What follows belongs to an exercise in optimizing a design on an open flow for small area, a short achievable clock period and few clock cycles per item; a production flow would make more cautious choices. Function was checked by simulation only, so behaviour that the tests miss may differ from the original.

==> 12-23: inputs <==
Design nmx_sched, start of the top module:
module nmx_sched (
    input  wire         clk,
    input  wire         rst,          
    input  wire         cfg_valid,
    output wire         cfg_ready,
    input  wire [159:0] dur,          
    input  wire [31:0]  chunks,
    input  wire [31:0]  images,
    input  wire [31:0]  layers,
    input  wire [15:0]  actv,
    output wire         ev_valid,
    input  wire         ev_ready,
    output wire [2:0]   ev_stage,
    output wire [3:0]   ev_layer,
    output wire [31:0]  ev_image,
    output wire [31:0]  ev_chunk,
    output wire [63:0]  ev_start,
    output wire [63:0]  ev_end,
    output wire         done,
    output wire         err,
    output wire [7:0]   err_code,
    output wire [31:0]  err_index,
    output wire [31:0]  err_value,
    output wire [31:0]  err_limit,
    output wire [31:0]  evcount
);
==> flow/config.mk <==
export PLATFORM = sky130hd
export DESIGN_NAME = nmx_sched
export DESIGN_NICKNAME = nmx_sched
export VERILOG_FILES = /design/flow/design.v
export SDC_FILE = /design/flow/constraint.sdc
export NUM_CORES = 4
export LEC_CHECK = 0
export CAP_MARGIN = 20
export CORE_MARGIN = 2
export CORE_UTILIZATION = 60
export CTS_CLUSTER_DIAMETER = 60
export CTS_CLUSTER_SIZE = 25
export PLACE_DENSITY = 0.75
export SLEW_MARGIN = 20
==> flow/constraint.sdc <==
create_clock -name core_clock -period 16.0 [get_ports {clk}]
set_input_delay 3.2000 -clock core_clock [delete_from_list [all_inputs] [get_ports {clk}]]
set_output_delay 3.2000 -clock core_clock [all_outputs]
set_load 0.01 [all_outputs]
standard.sh (not shown) runs the stock make flow with config.mk's settings and CLKGATE_MAP_FILE= SYNTH_SCRIPT=/design/flow/synth_recipe.tcl, a recipe that flattens the netlist after the stock synthesis.
==> flow/flow/run.sh <==
#!/bin/bash
set -uo pipefail
bash standard.sh SETUP_SLACK_MARGIN=11.5 "BUFFER_PORTS_ARGS=-buffer_cell sky130_fd_sc_hd__buf_1" finish > flow_make.log 2>&1
status=$?
tail -5 flow_make.log
exit $status
==> inputs of 04-05, as changes to 12-23 <==
--- a/flow/design.v
+++ b/flow/design.v
@@ -103,20 +103,17 @@
     reg  [4:0]  c_vsel;
     reg         c_lim0, c_lim3, c_lim12;    
     reg         c_limdc, c_limdc2;          
     wire        p1    = (eng == E_P1);
     wire        abit  = ebit;
     wire        cin   = p1 & (ek == 5'd0);
     wire [33:0] esum  = {1'b0, r1[31:0], 1'b0} + {2'b0, r2[31:0] & {32{abit}}} + {33'd0, cin};
     wire        e_ovf = r1[32] | r1[31] | (abit & r2[32]) | esum[33] | esum[32];
-    wire [32:0] r1_nx = {e_ovf, esum[31:0]};    
-    wire        p1_last = p1 & (ek == 5'd0);
-    wire [4:0]  e_idx = p1_last ? q_immsb : ek_m1;
-    wire        e_imb = images[e_idx];
+    wire [32:0] r1_nx = {e_ovf, esum[31:0] | {32{e_ovf}}};
     wire [4:0]  ek_m1 = ek - 5'd1;
     wire        n_small = ~r1[32] & ~|r1[31:13] & ~(r1[12] & |r1[11:0]);
     reg  [7:0]  q_nz;
     reg  [2:0]  nib;
     always @* begin
         nib = 3'd0;
         for (i = 0; i < 8; i = i + 1)
             if (q_nz[i]) nib = i;
@@ -136,17 +133,17 @@
     reg          run_pend;            
     reg  [30:0]  d0_r, d1_r, d2_r, d3_r, d4_r;
     reg  [9:0]   ch_r, im_r;
     reg  [3:0]   ly_r;
     reg          ev_v;
     reg  [2:0]   stg;
     reg  [3:0]   lo;                  
     reg  [9:0]   chk;                 
-    reg          is4, is4b;           
+    reg          is4;
     reg  [9:0]   img;
     reg          last_l, last_c, last_i;
     reg  [TW-1:0] ost, oen;
     reg  [TW-1:0] fr1, fr2, fr3, fr4, acc;
     reg  [4:0]   fv;                  
     reg  [4:0]   asel;                
     reg  [4:0]   dsel;                
     reg          bsel;                
@@ -312,44 +309,43 @@
         c_limdc <= f_err & ((f_code == 3'd1) | (f_code == 3'd2));
         c_limdc2 <= |vsel[4:2] & f_err;
         case (eng)
             E_P1: begin
                 if (ek == 5'd0) begin
                     r2   <= r1_nx;
                     r1   <= 33'd0;
                     ek   <= q_immsb;
-                    ebit <= e_imb;
+                    ebit <= images[q_immsb];
                 end else begin
                     r1   <= r1_nx;
                     ek   <= ek_m1;
                     ebit <= q_pc[ek_m1[2:0]];
                 end
             end
             E_P2: begin
                 r1   <= r1_nx;
                 ek   <= ek_m1;
-                ebit <= e_imb;
+                ebit <= images[ek_m1];
             end
-            E_CHK: r1 <= c_err ? {1'b0, fval} : {r1[32], r1[31:0] | {32{r1[32]}}};
+            E_CHK: if (c_err) r1 <= {1'b0, fval};
             default: ;
         endcase
         if (e_init) begin
             r1   <= 33'd0;
             r2   <= {1'b0, chunks};
             ek   <= {2'd0, pcmsb_in};
             ebit <= 1'b1;                 
         end
         ok_r <= ok_n;
         if (load) begin
             ost    <= nst_t;
             oen    <= nen_t;
             stg    <= ns;
             is4    <= (ns == 3'd4);
-            is4b   <= ns[2] & ~ns[1];
             lo     <= lo_n;
             chk    <= ck_n;
             img    <= im_n2;
             last_l <= ll_n;
             last_c <= lc_n;
             last_i <= li_n;
             fv     <= fv_n;
             asel   <= last_n ? 5'd0 : (oh2 & fv_n);
@@ -390,17 +386,17 @@
             if (take & is_last) err_r <= 1'b0;
         end
     end
     assign cfg_ready = rdy_r;
     assign ev_valid  = ev_v;
     assign ev_stage  = stg;
     assign ev_layer  = lo;
     assign ev_image  = {22'd0, img};
-    assign ev_chunk  = {{8{stg[2]}}, {7{is4}}, {7{is4b}}, chk};
+    assign ev_chunk  = {{11{stg[2]}}, {11{is4}}, chk};    
     assign ev_start  = {{(64-TW){1'b0}}, ost};
     assign ev_end    = {{(64-TW){1'b0}}, oen};
     assign done      = done_r;
     assign err       = err_r;
     assign err_code  = {5'b00010, c_code};
     assign err_index = {29'd0, c_index};
     assign err_value = r1[31:0];
     assign err_limit = {1'b0, {18{c_limdc2}}, c_lim12, {8{c_limdc}}, c_lim3, {2{c_limdc}}, c_lim0};
==> inputs of 08-20, as changes to 12-23 <==
--- a/flow/design.v
+++ b/flow/design.v
@@ -136,17 +136,17 @@
     reg          run_pend;            
     reg  [30:0]  d0_r, d1_r, d2_r, d3_r, d4_r;
     reg  [9:0]   ch_r, im_r;
     reg  [3:0]   ly_r;
     reg          ev_v;
     reg  [2:0]   stg;
     reg  [3:0]   lo;                  
     reg  [9:0]   chk;                 
-    reg          is4, is4b;           
+    reg          is4;
     reg  [9:0]   img;
     reg          last_l, last_c, last_i;
     reg  [TW-1:0] ost, oen;
     reg  [TW-1:0] fr1, fr2, fr3, fr4, acc;
     reg  [4:0]   fv;                  
     reg  [4:0]   asel;                
     reg  [4:0]   dsel;                
     reg          bsel;                
@@ -339,17 +339,16 @@
             ebit <= 1'b1;                 
         end
         ok_r <= ok_n;
         if (load) begin
             ost    <= nst_t;
             oen    <= nen_t;
             stg    <= ns;
             is4    <= (ns == 3'd4);
-            is4b   <= ns[2] & ~ns[1];
             lo     <= lo_n;
             chk    <= ck_n;
             img    <= im_n2;
             last_l <= ll_n;
             last_c <= lc_n;
             last_i <= li_n;
             fv     <= fv_n;
             asel   <= last_n ? 5'd0 : (oh2 & fv_n);
@@ -390,17 +389,17 @@
             if (take & is_last) err_r <= 1'b0;
         end
     end
     assign cfg_ready = rdy_r;
     assign ev_valid  = ev_v;
     assign ev_stage  = stg;
     assign ev_layer  = lo;
     assign ev_image  = {22'd0, img};
-    assign ev_chunk  = {{8{stg[2]}}, {7{is4}}, {7{is4b}}, chk};
+    assign ev_chunk  = {{11{stg[2]}}, {11{is4}}, chk};    
     assign ev_start  = {{(64-TW){1'b0}}, ost};
     assign ev_end    = {{(64-TW){1'b0}}, oen};
     assign done      = done_r;
     assign err       = err_r;
     assign err_code  = {5'b00010, c_code};
     assign err_index = {29'd0, c_index};
     assign err_value = r1[31:0];
     assign err_limit = {1'b0, {18{c_limdc2}}, c_lim12, {8{c_limdc}}, c_lim3, {2{c_limdc}}, c_lim0};
==> metrics.md <==
| Metric | Value |
|---|---|
| Final period util | 0.284 |
| Outcome | timing/DRC/antenna clean |
| Yosys top cell area share | 0.472 |
| Layout Cells excl Fill | 4529 |
| Worst Slack Setup Final | 11450 ps |
[end of results for 08-20]
==> metrics.md <==
| Metric | Value |
|---|---|
| Final period util | 0.284 |
| Layout Cells excl Fill | 4547 |
| Worst Slack Setup Final | 11450 ps |
| Outcome | timing/DRC/antenna clean |
| Yosys top cell area share | 0.472 |
[end of results for 12-23]
==> metrics.md <==
| Metric | Value |
|---|---|
| Outcome | timing/DRC/antenna clean |
| Yosys top cell area share | 0.466 |
| Layout Cells excl Fill | 4518 |
| Worst Slack Setup Final | 11440 ps |
[end of results for 04-05]
Testbench counts of 12-23, summed over its fixed seeds: cycles 15,431, events 15,023.
Testbench counts of 04-05, summed over its fixed seeds: cycles 15,431, events 15,023.
Testbench counts of 08-20, summed over its fixed seeds: cycles 15,431, events 15,023.

## separate check: timing with driven ports
How much do the figures lean on ideal ports? The routed layouts below were timed once more, with nothing changed but the port constraints.
Step 1, drivers: a clkbuf_16 drives clk and a buf_2 each remaining input, both assumed.
Step 2 adds t to the input delays and takes it off the output delays; t is the mean of the earliest and latest rising clock arrival at the registers after step 1. Input paths then give back, and output paths get back, about the clock's delay inside the block.
Slacks: no drivers / after step 1 / after step 2; pairs: no drivers / after step 1.
run	shift t [ns]	setup slack, ns	pins driven straight from the clock port
12-23	0.691	11.448 / 11.382 / 10.907	1
04-05	0.690	11.444 / 11.376 / 10.893	1
08-20	0.681	11.454 / 11.391 / 10.966	1
After both steps every run listed still meets setup and hold. The setup slack of 04-05, which loses most, moves by -0.068 ns with the drivers and by -0.551 ns with both steps.
